Background: an optimization exercise with open tools, aiming at small area. Do not read the settings as production practice. Only simulation tests tie the RTL to the original design; equivalence was not proved. Power is estimated from default activity; no workload was simulated.

$ cat run.sh
#!/bin/bash
# synth_recipe.tcl (not shown) runs the flow's synth.tcl, then flattens the netlist and writes it again
# the make line also repeats each setting of config.mk as NAME=value (left out here)
make -C /OpenROAD-flow-scripts/flow DESIGN_CONFIG=/design/flow/config.mk WORK_HOME=/design/flow/orfs CLKGATE_MAP_FILE= SYNTH_SCRIPT=/design/flow/synth_recipe.tcl finish
$ cat config.mk
export PLATFORM = sky130hd
export DESIGN_NAME = tm1628_ctrl
export DESIGN_NICKNAME = tm1628_ctrl
export VERILOG_FILES = /design/flow/design.v
export SDC_FILE = /design/flow/constraint.sdc
export NUM_CORES = 4
export LEC_CHECK = 0
export CAP_MARGIN = 20
export CORE_MARGIN = 2
export CORE_UTILIZATION = 40
export SLEW_MARGIN = 20
$ cat constraint.sdc
create_clock -name core_clock -period 10.0 [get_ports {clk}]
set_input_delay 2.0000 -clock core_clock [delete_from_list [all_inputs] [get_ports {clk}]]
set_output_delay 2.0000 -clock core_clock [all_outputs]
set_load 0.01 [all_outputs]
$ cat design.v
module tm1628_bus #(
    parameter SETTLE = 8
) (
    input  wire       clk,
    input  wire       rst,
    input  wire       start,
    input  wire [2:0] kind,
    input  wire [7:0] b0,
    input  wire [7:0] b1,
    output wire       busy,
    output reg        rd_strobe,
    output reg  [7:0] rd_byte,
    output reg        stb,
    output reg        sclk,
    output reg        dio_out,
    output reg        dio_oe,
    input  wire       dio_in
);
    localparam K_SB = 3'd0, K_RB = 3'd1, K_CMD = 3'd2, K_WR = 3'd3, K_SCAN = 3'd4;
    localparam ST_IDLE    = 4'd0,
               ST_WAIT    = 4'd1,
               ST_STB_LO  = 4'd2,
               ST_W_CLKLO = 4'd3,
               ST_W_DIO   = 4'd4,
               ST_W_CLKHI = 4'd5,
               ST_R_CLKLO = 4'd6,
               ST_R_CLKHI = 4'd7,
               ST_DIR_IN  = 4'd8,
               ST_END_W   = 4'd9,
               ST_STB_HI  = 4'd10,
               ST_RESTORE = 4'd11;
    reg [3:0] state, ret;
    reg [7:0] wcnt;
    reg [2:0] k;
    reg [7:0] sh;
    reg [7:0] b1_r;
    reg [2:0] bitn;
    reg [2:0] bytn;
    reg       smp, last_bit;
    assign busy = (state != ST_IDLE);
    always @(posedge clk) begin
        rd_strobe <= 1'b0;
        if (rst) begin
            state    <= ST_IDLE;
            ret      <= ST_IDLE;
            wcnt     <= 8'd0;
            k        <= K_SB;
            sh       <= 8'd0;
            b1_r     <= 8'd0;
            bitn     <= 3'd0;
            bytn     <= 3'd0;
            smp      <= 1'b0;
            last_bit <= 1'b0;
            rd_byte  <= 8'd0;
            stb      <= 1'b1;
            sclk     <= 1'b1;
            dio_out  <= 1'b1;
            dio_oe   <= 1'b1;
        end else begin
            case (state)
                ST_IDLE: begin
                    if (start) begin
                        k    <= kind;
                        sh   <= b0;
                        b1_r <= b1;
                        bitn <= 3'd0;
                        bytn <= 3'd0;
                        case (kind)
                            K_SB:    state <= ST_W_CLKLO;
                            K_RB:    state <= ST_R_CLKLO;
                            default: state <= ST_STB_LO;
                        endcase
                    end
                end
                ST_WAIT: begin
                    if (wcnt == 8'd0) begin
                        if (smp) begin
                            sh <= {dio_in, sh[7:1]};
                            if (last_bit) begin
                                rd_byte   <= {dio_in, sh[7:1]};
                                rd_strobe <= 1'b1;
                            end
                        end
                        smp   <= 1'b0;
                        state <= ret;
                    end else begin
                        wcnt <= wcnt - 8'd1;
                    end
                end
                ST_STB_LO: begin
                    stb <= 1'b0;
                    begin wcnt <= SETTLE - 2; ret <= ST_W_CLKLO; state <= ST_WAIT; end
                end
                ST_W_CLKLO: begin
                    sclk <= 1'b0;
                    begin wcnt <= SETTLE - 2; ret <= ST_W_DIO; state <= ST_WAIT; end
                end
                ST_W_DIO: begin
                    dio_out <= sh[0];
                    begin wcnt <= SETTLE - 2; ret <= ST_W_CLKHI; state <= ST_WAIT; end
                end
                ST_W_CLKHI: begin
                    sclk <= 1'b1;
                    sh   <= {1'b0, sh[7:1]};
                    bitn <= bitn + 3'd1;
                    if (bitn != 3'd7) begin
                        begin wcnt <= SETTLE - 2; ret <= ST_W_CLKLO; state <= ST_WAIT; end
                    end else begin
                        case (k)
                            K_SB:  begin wcnt <= SETTLE - 2; ret <= ST_IDLE; state <= ST_WAIT; end
                            K_CMD: begin wcnt <= SETTLE - 2; ret <= ST_END_W; state <= ST_WAIT; end
                            K_WR: begin
                                if (bytn == 3'd0) begin
                                    sh   <= b1_r;
                                    bytn <= 3'd1;
                                    begin wcnt <= SETTLE - 2; ret <= ST_W_CLKLO; state <= ST_WAIT; end
                                end else begin
                                    begin wcnt <= SETTLE - 2; ret <= ST_END_W; state <= ST_WAIT; end
                                end
                            end
                            default: begin wcnt <= SETTLE - 2; ret <= ST_DIR_IN; state <= ST_WAIT; end
                        endcase
                    end
                end
                ST_DIR_IN: begin
                    dio_oe <= 1'b0;
                    bytn   <= 3'd0;
                    begin wcnt <= SETTLE - 2; ret <= ST_R_CLKLO; state <= ST_WAIT; end
                end
                ST_R_CLKLO: begin
                    sclk <= 1'b0;
                    begin wcnt <= SETTLE - 2; ret <= ST_R_CLKHI; state <= ST_WAIT; end
                end
                ST_R_CLKHI: begin
                    sclk     <= 1'b1;
                    smp      <= 1'b1;
                    last_bit <= (bitn == 3'd7);
                    bitn     <= bitn + 3'd1;
                    if (bitn != 3'd7) begin
                        begin wcnt <= SETTLE - 2; ret <= ST_R_CLKLO; state <= ST_WAIT; end
                    end else if (k == K_RB) begin
                        begin wcnt <= SETTLE - 2; ret <= ST_IDLE; state <= ST_WAIT; end
                    end else if (bytn == 3'd4) begin
                        begin wcnt <= SETTLE - 2; ret <= ST_STB_HI; state <= ST_WAIT; end
                    end else begin
                        bytn <= bytn + 3'd1;
                        begin wcnt <= SETTLE - 2; ret <= ST_R_CLKLO; state <= ST_WAIT; end
                    end
                end
                ST_END_W: begin
                    begin wcnt <= SETTLE - 2; ret <= ST_STB_HI; state <= ST_WAIT; end
                end
                ST_STB_HI: begin
                    stb <= 1'b1;
                    if (k == K_SCAN) begin wcnt <= SETTLE - 2; ret <= ST_RESTORE; state <= ST_WAIT; end
                    else             begin wcnt <= SETTLE - 2; ret <= ST_IDLE; state <= ST_WAIT; end
                end
                ST_RESTORE: begin
                    dio_oe  <= 1'b1;
                    dio_out <= 1'b1;
                    state   <= ST_IDLE;
                end
                default: state <= ST_IDLE;
            endcase
        end
    end
endmodule
module tm1628_ctrl (
    input  wire       clk,
    input  wire       rst,
    input  wire       req_valid,
    output wire       req_ready,
    input  wire [7:0] req_data,
    output wire       rsp_valid,
    input  wire       rsp_ready,
    output reg  [7:0] rsp_data,
    output wire       stb,
    output wire       sclk,
    output wire       dio_out,
    output wire       dio_oe,
    input  wire       dio_in
);
    localparam SETTLE    = 8;
    localparam QUEUE_CAP = 16;
    localparam T_SENDBYTE = 8'h01, T_SENDCMD = 8'h02, T_READBYTE = 8'h03,
               T_CHAR2SEG = 8'h10, T_RENDER  = 8'h11, T_WRREG    = 8'h12,
               T_WRGRID   = 8'h13, T_WRRAWB  = 8'h14, T_INITSEQ  = 8'h15,
               T_SCANKEYS = 8'h20, T_DECODE  = 8'h21, T_PUSHKEY  = 8'h22,
               T_GETBRT   = 8'h40, T_SETBRT  = 8'h41, T_SETTXT   = 8'h45,
               T_GETMODE  = 8'h46, T_SETMODE = 8'h47, T_POPKEY   = 8'h48,
               T_CLRKEYS  = 8'h49, T_SHOWKEYS = 8'h4A, T_WRRAW   = 8'h4B;
    localparam S_OK = 8'h00, S_MALFORMED = 8'h01;
    localparam K_SB = 3'd0, K_RB = 3'd1, K_CMD = 3'd2, K_WR = 3'd3, K_SCAN = 3'd4;
    localparam BASE_ADDR   = 8'hC0;
    localparam CMD_DATA    = 8'h40;
    localparam CMD_BRIGHT  = 8'h80;
    localparam CMD_READKEY = 8'h42;
    localparam M_TAG   = 3'd0,
               M_ARG   = 3'd1,
               M_LEN0  = 3'd2,
               M_LEN1  = 3'd3,
               M_STR   = 3'd4,
               M_EXEC  = 3'd5,
               M_XFER  = 3'd6,
               M_RSP   = 3'd7;
    function [7:0] char2seg(input [7:0] c);
        reg [7:0] u;
        begin
            u = (c >= 8'h61 && c <= 8'h7A) ? c - 8'h20 : c;
            case (u)
                "0": char2seg = 8'h3F;  "1": char2seg = 8'h06;
                "2": char2seg = 8'h5B;  "3": char2seg = 8'h4F;
                "4": char2seg = 8'h66;  "5": char2seg = 8'h6D;
                "6": char2seg = 8'h7D;  "7": char2seg = 8'h07;
                "8": char2seg = 8'h7F;  "9": char2seg = 8'h6F;
                "A": char2seg = 8'h77;  "B": char2seg = 8'h7C;
                "C": char2seg = 8'h39;  "D": char2seg = 8'h5E;
                "E": char2seg = 8'h79;  "F": char2seg = 8'h71;
                "G": char2seg = 8'h3D;  "H": char2seg = 8'h76;
                "I": char2seg = 8'h30;  "J": char2seg = 8'h1E;
                "K": char2seg = 8'h75;  "L": char2seg = 8'h38;
                "M": char2seg = 8'h15;  "N": char2seg = 8'h37;
                "O": char2seg = 8'h3F;  "P": char2seg = 8'h73;
                "Q": char2seg = 8'h6B;  "R": char2seg = 8'h33;
                "S": char2seg = 8'h6D;  "T": char2seg = 8'h78;
                "U": char2seg = 8'h3E;  "V": char2seg = 8'h3E;
                "W": char2seg = 8'h2A;  "X": char2seg = 8'h76;
                "Y": char2seg = 8'h6E;  "Z": char2seg = 8'h5B;
                default: char2seg = 8'h00;
            endcase
        end
    endfunction
    function is_hex(input [7:0] c);
        is_hex = (c >= "0" && c <= "9") || (c >= "A" && c <= "F") ||
                 (c >= "a" && c <= "f");
    endfunction
    function [3:0] hex_val(input [7:0] c);
        if (c >= "0" && c <= "9")      hex_val = c[3:0];
        else if (c >= "A" && c <= "F") hex_val = c[3:0] + 4'd9;
        else                           hex_val = c[3:0] + 4'd9;
    endfunction
    reg [2:0]  mstate;
    reg [7:0]  op;
    reg [7:0]  status;
    reg [3:0]  acnt;           
    reg [3:0]  anum;           
    reg [7:0]  abuf [0:13];    
    reg [15:0] slen;           
    reg [15:0] sidx;           
    reg        hex_ok;
    reg [7:0]  rbuf [0:6];     
    reg [2:0]  rn;             
    reg        pend;           
    reg [7:0]  pseg;
    reg [7:0]  grid [0:6];
    reg [7:0]  kbuf [0:4];     
    reg [2:0]  kidx;
    reg [1:0]  mode;
    reg [3:0]  brt;
    reg [7:0]  queue [0:QUEUE_CAP-1];
    reg [3:0]  qhead;
    reg [4:0]  qcnt;
    reg        key_hit;        
    reg [7:0]  key_chr;
    reg [4:0]  xi;             
    reg [4:0]  xn;             
    reg        xstarted;
    reg [4:0]  ri;             
    reg [4:0]  rlen;           
    wire [2:0] ngrids = {1'b0, mode} + 3'd4;
    reg  [2:0] bus_kind;
    reg  [7:0] bus_b0, bus_b1;
    wire       bus_start = (mstate == M_XFER) && (xi != xn) && !xstarted && !bus_busy;
    wire       bus_busy;
    wire       bus_rd_strobe;
    wire [7:0] bus_rd_byte;
    tm1628_bus #(.SETTLE(SETTLE)) u_bus (
        .clk       (clk),
        .rst       (rst),
        .start     (bus_start),
        .kind      (bus_kind),
        .b0        (bus_b0),
        .b1        (bus_b1),
        .busy      (bus_busy),
        .rd_strobe (bus_rd_strobe),
        .rd_byte   (bus_rd_byte),
        .stb       (stb),
        .sclk      (sclk),
        .dio_out   (dio_out),
        .dio_oe    (dio_oe),
        .dio_in    (dio_in)
    );
    always @(*) begin
        bus_kind = K_WR;
        bus_b0   = 8'h00;
        bus_b1   = 8'h00;
        case (op)
            T_SENDBYTE: begin bus_kind = K_SB;  bus_b0 = abuf[0]; end
            T_SENDCMD:  begin bus_kind = K_CMD; bus_b0 = abuf[0]; end
            T_READBYTE: begin bus_kind = K_RB; end
            T_WRREG:    begin bus_kind = K_WR;  bus_b0 = abuf[0]; bus_b1 = abuf[1]; end
            T_SCANKEYS: begin bus_kind = K_SCAN; bus_b0 = CMD_READKEY; end
            T_WRGRID, T_SETTXT, T_CLRKEYS: begin
                bus_kind = K_WR;
                bus_b0   = BASE_ADDR + {4'b0000, xi[2:0], 1'b0};
                bus_b1   = grid[xi[2:0]];
            end
            T_WRRAWB, T_WRRAW: begin
                bus_kind = K_WR;
                bus_b0   = BASE_ADDR + {3'b000, xi};
                bus_b1   = abuf[xi[3:0]];
            end
            default: begin   
                bus_kind = K_CMD;
                case (xi[1:0])
                    2'd0:    bus_b0 = {6'b000000, mode};
                    2'd1:    bus_b0 = CMD_DATA;
                    default: bus_b0 = CMD_BRIGHT | {4'b0000, brt};
                endcase
            end
        endcase
    end
    reg       dec_hit;
    reg [7:0] dec_chr;
    always @(*) begin
        dec_hit = 1'b1;
        if      (abuf[0][0]) dec_chr = "1";
        else if (abuf[0][1]) dec_chr = "2";
        else if (abuf[0][3]) dec_chr = "3";
        else if (abuf[0][4]) dec_chr = "4";
        else if (abuf[1][0]) dec_chr = "5";
        else if (abuf[1][1]) dec_chr = "6";
        else if (abuf[1][3]) dec_chr = "7";
        else if (abuf[1][4]) dec_chr = "8";
        else if (abuf[2][0]) dec_chr = "9";
        else if (abuf[2][1]) dec_chr = "0";
        else if (abuf[2][3]) dec_chr = "A";
        else if (abuf[2][4]) dec_chr = "B";
        else if (abuf[3][0]) dec_chr = "C";
        else if (abuf[3][1]) dec_chr = "D";
        else if (abuf[3][3]) dec_chr = "E";
        else if (abuf[3][4]) dec_chr = "F";
        else if (abuf[4][0]) dec_chr = "G";
        else if (abuf[4][1]) dec_chr = "H";
        else if (abuf[4][3]) dec_chr = "I";
        else if (abuf[4][4]) dec_chr = "J";
        else begin
            dec_hit = 1'b0;
            dec_chr = 8'h00;
        end
    end
    reg       tag_known;
    reg       tag_str;
    reg [3:0] tag_args;
    always @(*) begin
        tag_known = 1'b1;
        tag_str   = 1'b0;
        tag_args  = 4'd0;
        case (req_data)
            T_SENDBYTE, T_SENDCMD, T_CHAR2SEG, T_PUSHKEY, T_SETMODE: tag_args = 4'd1;
            T_WRREG:    tag_args = 4'd2;
            T_SETBRT:   tag_args = 4'd4;
            T_DECODE:   tag_args = 4'd5;
            T_WRRAWB:   tag_args = 4'd14;
            T_RENDER, T_SETTXT, T_WRRAW: tag_str = 1'b1;
            T_READBYTE, T_WRGRID, T_INITSEQ, T_SCANKEYS, T_GETBRT,
            T_GETMODE, T_POPKEY, T_CLRKEYS, T_SHOWKEYS: tag_args = 4'd0;
            default:    tag_known = 1'b0;
        endcase
    end
    assign req_ready = (mstate == M_TAG) || (mstate == M_ARG) || (mstate == M_LEN0) ||
                       (mstate == M_LEN1) || (mstate == M_STR);
    wire req_fire = req_valid && req_ready;
    assign rsp_valid = (mstate == M_RSP);
    wire rsp_fire = rsp_valid && rsp_ready;
    wire [31:0] brt_arg = {abuf[3], abuf[2], abuf[1], abuf[0]};
    wire [3:0]  qtail   = qhead + qcnt[3:0];
    integer i;
    task render_char(input [7:0] c);
        begin
            if (pend) begin
                if (c == ".") begin
                    rbuf[rn] <= pseg | 8'h80;
                    rn       <= rn + 3'd1;
                    pend     <= 1'b0;
                end else begin
                    rbuf[rn] <= pseg;
                    rn       <= rn + 3'd1;
                    if (rn + 3'd1 < ngrids) begin
                        pend <= 1'b1;
                        pseg <= char2seg(c);
                    end else begin
                        pend <= 1'b0;
                    end
                end
            end else if (rn < ngrids && c != ".") begin
                pend <= 1'b1;
                pseg <= char2seg(c);
            end
        end
    endtask
    always @(posedge clk) begin
        if (rst) begin
            mstate   <= M_TAG;
            op       <= 8'h00;
            status   <= S_OK;
            acnt     <= 4'd0;
            anum     <= 4'd0;
            slen     <= 16'd0;
            sidx     <= 16'd0;
            hex_ok   <= 1'b0;
            rn       <= 3'd0;
            pend     <= 1'b0;
            pseg     <= 8'h00;
            kidx     <= 3'd0;
            mode     <= 2'd2;
            brt      <= 4'd10;
            qhead    <= 4'd0;
            qcnt     <= 5'd0;
            key_hit  <= 1'b0;
            key_chr  <= 8'h00;
            xi       <= 5'd0;
            xn       <= 5'd0;
            xstarted <= 1'b0;
            ri       <= 5'd0;
            rlen     <= 5'd0;
            for (i = 0; i < 7; i = i + 1) grid[i] <= 8'h00;
        end else begin
            if (bus_rd_strobe && op == T_SCANKEYS) begin
                kbuf[kidx] <= bus_rd_byte;
                kidx       <= kidx + 3'd1;
            end
            case (mstate)
                M_TAG: if (req_fire) begin
                    op     <= req_data;
                    status <= S_OK;
                    acnt   <= 4'd0;
                    anum   <= tag_args;
                    sidx   <= 16'd0;
                    hex_ok <= 1'b1;
                    rn     <= 3'd0;
                    pend   <= 1'b0;
                    for (i = 0; i < 7; i = i + 1) rbuf[i] <= 8'h00;
                    if (!tag_known) begin
                        status <= S_MALFORMED;
                        rlen   <= 5'd1;
                        ri     <= 5'd0;
                        mstate <= M_RSP;
                    end else if (tag_str) begin
                        mstate <= M_LEN0;
                    end else if (tag_args != 4'd0) begin
                        mstate <= M_ARG;
                    end else begin
                        mstate <= M_EXEC;
                    end
                end
                M_ARG: if (req_fire) begin
                    abuf[acnt] <= req_data;
                    acnt       <= acnt + 4'd1;
                    if (acnt + 4'd1 == anum) mstate <= M_EXEC;
                end
                M_LEN0: if (req_fire) begin
                    slen[7:0] <= req_data;
                    mstate    <= M_LEN1;
                end
                M_LEN1: if (req_fire) begin
                    slen[15:8] <= req_data;
                    if ({req_data, slen[7:0]} == 16'd0) mstate <= M_EXEC;
                    else                                mstate <= M_STR;
                end
                M_STR: if (req_fire) begin
                    if (op == T_WRRAW) begin
                        if (sidx < 16'd28) begin
                            if (!is_hex(req_data)) hex_ok <= 1'b0;
                            if (sidx[0] == 1'b0)
                                abuf[sidx[4:1]][7:4] <= hex_val(req_data);
                            else
                                abuf[sidx[4:1]][3:0] <= hex_val(req_data);
                        end
                    end else begin
                        render_char(req_data);
                    end
                    sidx <= sidx + 16'd1;
                    if (sidx + 16'd1 == slen) mstate <= M_EXEC;
                end
                M_EXEC: begin
                    xi       <= 5'd0;
                    xn       <= 5'd0;
                    xstarted <= 1'b0;
                    ri       <= 5'd0;
                    rlen     <= 5'd1;
                    kidx     <= 3'd0;
                    mstate   <= M_XFER;
                    case (op)
                        T_SENDBYTE, T_SENDCMD, T_WRREG: xn <= 5'd1;
                        T_READBYTE: begin xn <= 5'd1; rlen <= 5'd2; end
                        T_CHAR2SEG: rlen <= 5'd2;
                        T_RENDER: begin
                            if (pend) rbuf[rn] <= pseg;
                            rlen <= 5'd8;
                        end
                        T_SETTXT: begin
                            for (i = 0; i < 7; i = i + 1) grid[i] <= rbuf[i];
                            if (pend) grid[rn] <= pseg;
                            xn <= {2'b00, ngrids};
                        end
                        T_WRGRID: xn <= {2'b00, ngrids};
                        T_WRRAWB: xn <= 5'd14;
                        T_WRRAW: begin
                            if (hex_ok && slen == 16'd28) xn <= 5'd14;
                            else                          status <= S_MALFORMED;
                        end
                        T_INITSEQ: xn <= 5'd3;
                        T_SCANKEYS: begin xn <= 5'd1; rlen <= 5'd6; end
                        T_DECODE: begin
                            key_hit <= dec_hit;
                            key_chr <= dec_chr;
                            rlen    <= dec_hit ? 5'd3 : 5'd2;
                        end
                        T_PUSHKEY: begin
                            if (qcnt < QUEUE_CAP) begin
                                queue[qtail] <= abuf[0];
                                qcnt         <= qcnt + 5'd1;
                            end
                        end
                        T_GETBRT, T_GETMODE: rlen <= 5'd2;
                        T_SETBRT: begin
                            if (brt_arg[31])              brt <= 4'd0;
                            else if (brt_arg > 32'd15)    brt <= 4'd15;
                            else                          brt <= brt_arg[3:0];
                            xn <= 5'd3;
                        end
                        T_SETMODE: begin
                            if (abuf[0] > 8'd3) begin
                                status <= S_MALFORMED;
                            end else begin
                                mode <= abuf[0][1:0];
                                xn   <= 5'd3;
                            end
                        end
                        T_POPKEY: begin
                            if (qcnt != 5'd0) begin
                                key_hit <= 1'b1;
                                key_chr <= queue[qhead];
                                qhead   <= qhead + 4'd1;
                                qcnt    <= qcnt - 5'd1;
                                rlen    <= 5'd3;
                            end else begin
                                key_hit <= 1'b0;
                                key_chr <= 8'h00;
                                rlen    <= 5'd2;
                            end
                        end
                        T_CLRKEYS: begin
                            qhead <= 4'd0;
                            qcnt  <= 5'd0;
                            for (i = 0; i < 7; i = i + 1) grid[i] <= 8'h00;
                            xn <= {2'b00, ngrids};
                        end
                        T_SHOWKEYS: rlen <= qcnt + 5'd3;
                        default: ;
                    endcase
                end
                M_XFER: begin
                    if (xi == xn) begin
                        mstate <= M_RSP;
                    end else if (!xstarted) begin
                        if (!bus_busy) xstarted <= 1'b1;
                    end else if (!bus_busy) begin
                        xstarted <= 1'b0;
                        xi       <= xi + 5'd1;
                    end
                end
                M_RSP: if (rsp_fire) begin
                    ri <= ri + 5'd1;
                    if (ri + 5'd1 == rlen) mstate <= M_TAG;
                end
                default: mstate <= M_TAG;
            endcase
        end
    end
    always @(*) begin
        rsp_data = 8'h00;
        if (ri == 5'd0) begin
            rsp_data = status;
        end else begin
            case (op)
                T_READBYTE: rsp_data = bus_rd_byte;
                T_CHAR2SEG: rsp_data = char2seg(abuf[0]);
                T_RENDER:   rsp_data = rbuf[ri[2:0] - 3'd1];
                T_SCANKEYS: rsp_data = kbuf[ri[2:0] - 3'd1];
                T_DECODE, T_POPKEY: rsp_data = (ri == 5'd1) ? {7'd0, key_hit} : key_chr;
                T_GETBRT:   rsp_data = {4'd0, brt};
                T_GETMODE:  rsp_data = {6'd0, mode};
                T_SHOWKEYS: begin
                    if (ri == 5'd1)      rsp_data = {3'd0, qcnt};
                    else if (ri == 5'd2) rsp_data = 8'h00;
                    else                 rsp_data = queue[qhead + ri[3:0] - 4'd3];
                end
                default: rsp_data = 8'h00;
            endcase
        end
    end
endmodule
==> results.txt <==
total track usage 23.3%; final hold violations 0; Hold Path Class register to register; Synth area leaders edfxtp_1, dfxtp_1, mux4_2; clock slew at reported path FFs 50 ps; gpl congestion 0.968; Rel. slew slack 19.1%; fillcell total 6,742; via count 22,300; # DRC 0; max cap viols 0; Final setup violation count 0; clk root buf clkbuf_16; antenna viol nets, final 0; First DRT Iteration DRCs 2,614; Max Fclk 0.157 GHz; critical path peak fanout 26; post-CTS setup buffer count 0; Buffers on Ports 26; NumNets Final 2,674; Least-Margin Pin Slew 1200 ps; vias in the first global route 21,700; YS warnings 2; Area Overhead vs Synth 11.3%; area occupied by multi-input gates 13,300 um2; n_diodes 0; mapped cell area 30,200 um2; RSZ-0062 raised after global routing false; Cell variety after synth 86; PD cells 172 nW/um2; worst setup margin 3630 ps; Internal 0.00427 W; post-synthesis sequential area ratio 53.1%; first-pass GRT wire length 138,000 um; maximum number of pins on one net before global-route repair 72; die area 77,700 um2; Vias/cell 6.14; Longest Clk Path Bufs 3; post-synthesis register bit count 598; clock skew 40.6 ps; Crit Path Class register to primary output; min Tclk post-route 6370 ps; Synth async-reset ratio 0%; VDD IR max 0.000110 V; WP data required 8000 ps; Post-Synthesis Cells 2,628; Crit. End Element primary output; area share of the largest cell type after synthesis 40.5%; Switching Share 26.2%; Post-synth top flop edfxtp_1; fin crit share 63.7%; CP arrival 4370 ps; status complete, no violations; clock latency on the worst-skew pair 650 ps; most frequent cells in the layout edfxtp_1, nor2_1, nand2_1, dfxtp_1, a21oi_1; Num CTS Buffers 68; CTS tree done; H-tree depth 3; type of origin of the critical path register; antenna violations before repair 1; Starting Density 40.5%; Final Max Slew Viols 0; Mapped Nets 2,694; grt ovf 0; router iterations before antenna repair 6; clock share of power 42.2%; final wirelength 90,900 um; post-cts resize count 0; clk sinks 598; wire per inst 25.0 um; row count 100; Hold Buf Count CTS 0; Sequential Power Share 47.8%; layout cells sized above 1 13.6%; Synth Area per Inst 11.5 um2; commonest non-fill, non-tap cell in the layout edfxtp_1; P_sw 0.00152 W; leak pwr 10.9 nW; pre-CTS setup slack 3910 ps; area leader, netlist edfxtp_1; Die Y 279 um; EDFF count, synth 407; DP HPWL 64,900 um; Die X 279 um; Gate power share 10.0%; core area 74,600 um2; Top-Level Pins 27; Seq. cell area 16,100 um2; Sum Neg Setup Slack 0 ps
cells by family after synthesis:
kind of cell,after synthesis,share of synthesized area [%]
compound gates,517,11.1
xor+xnor,79,2.29
fa+ha+maj,53,2.27
buf+inv,242,3.11
flops,598,53.1
mux,228,14.0
simple gates,911,14.1
worst paths after layout:
path                       start        endpoint  slack, ps  depth (start not counted)
setup / recovery           ri[1]     rsp_data[3]       3630                          8
hold / removal    u_bus.last_bit  u_bus.last_bit        470                          2
setup reg to reg           op[0]      rbuf[2][3]       5550                          6
hold reg to reg   u_bus.last_bit  u_bus.last_bit        470                          2
critical path, cell delays in order, from the launching register on:
cell	delay (ps)
dfxtp_1	450
inv_1	120
ha_1	290
buf_4	390
mux4_2	570
a221oi_1	690
o21ai_0	240
o311a_1	460
clkdlybuf4s50_1	500
registers in the layout, summed over array words and instances, names as in the netlist, 16 cells and up, named ones only:
| name | count |
|---|---|
| abuf | 128 |
| grid | 63 |
| kbuf | 40 |
| queue | 128 |
| rbuf | 64 |
| sidx | 16 |
| slen | 16 |
cell usage after synthesis, types with 6 or more instances:
library cell	n
a31oi_1	21
clkinv_1	6
ha_1	50
and3_1	18
a21oi_1	161
mux2_2	22
xor2_1	28
nor2_1	307
nor4_1	24
mux2i_1	52
nor2b_1	20
or4b_2	7
nand3_1	90
a21o_1	8
nor3b_1	11
clkbuf_1	122
nor4b_1	13
buf_1	25
a221oi_1	17
o211ai_1	10
nor3_1	55
and2_1	13
o31ai_1	15
dfxtp_1	191
nand2_1	257
edfxtp_1	407
a211oi_1	51
or2_2	9
or4_1	9
xnor2_1	51
inv_1	73
mux4_2	154
buf_2	14
a22o_1	14
or3_1	20
o22ai_1	13
o21ai_0	103
nand4_1	16
a222oi_1	14
a22oi_1	18
nand2b_1	20
power groups by stage:
stage          clock network (W)  registers [W]  logic [W]
6_report                 0.00244        0.00277   0.000582
5_1_grt                  0.00257        0.00277   0.000625
4_1_cts                  0.00247        0.00277   0.000568
3_5_place_dp                   0        0.00282   0.000565
3_3_place_gp                   0        0.00282   0.000562
2_1_floorplan                  0        0.00279   0.000378
final cells by class:
cell class	instances	share of cell area [%]
Tap cell	969	3.60
Clock inverter	28	0.911
Clock buffer	97	5.56
Multi-Input combinational cell	1788	39.5
Timing Repair Buffer	73	1.82
Sequential cell	598	47.7
Inverter	79	0.882
layer usage:
layer  global-route usage, %  vias to the layer above  part of all wire [%]
li1                        -                     9942                     -
met1                    32.5                    11200                    42
met2                    37.8                     1078                    47
met3                    3.53                      139                   7.6
met4                    6.31                        2                   2.4
met5                       0                        -                 0.011
metrics by stage:
| stage | power, W | instance area [um2] | instances | hold slack (ps) | utilization, % |
|---|---|---|---|---|---|
| floorplan | 0.00316 | 30200 | 2628 | 437 | - |
| global placement | 0.00338 | 31400 | 3505 | 449 | 42.1 |
| detailed placement | 0.00338 | 31400 | 3505 | 456 | 42.1 |
| CTS | 0.00580 | 33600 | 3630 | 464 | 45.0 |
| global route | 0.00597 | 33600 | 3632 | 488 | 45.1 |
| finish | 0.00579 | 33600 | 3632 | 465 | 45.1 |

## what the ideal ports hide
No port has a modelled driver above. Below, the same layout with a new extraction and two added sets of constraints.
Step 1: set_driving_cell puts a clkbuf_16 on clk and a buf_2 on each other input, an assumption about the parent block.
Step 2 adds t to the input delays and takes it off the output delays; t is the mean of the earliest and latest rising clock arrival at the registers after step 1. Input paths then give back, and output paths get back, about the clock's delay inside the block.
Slacks: ideal / step 1 / step 2; pairs: ideal / step 1.
shift t [ns]: 0.692
setup WS [ns]: 3.631 / 3.567 / 3.947
pins driven straight from the clock port: 1
After both steps setup and hold are still met in this run. For this run, drivers alone change the setup slack by -0.064 ns; drivers and shift together by +0.316 ns.
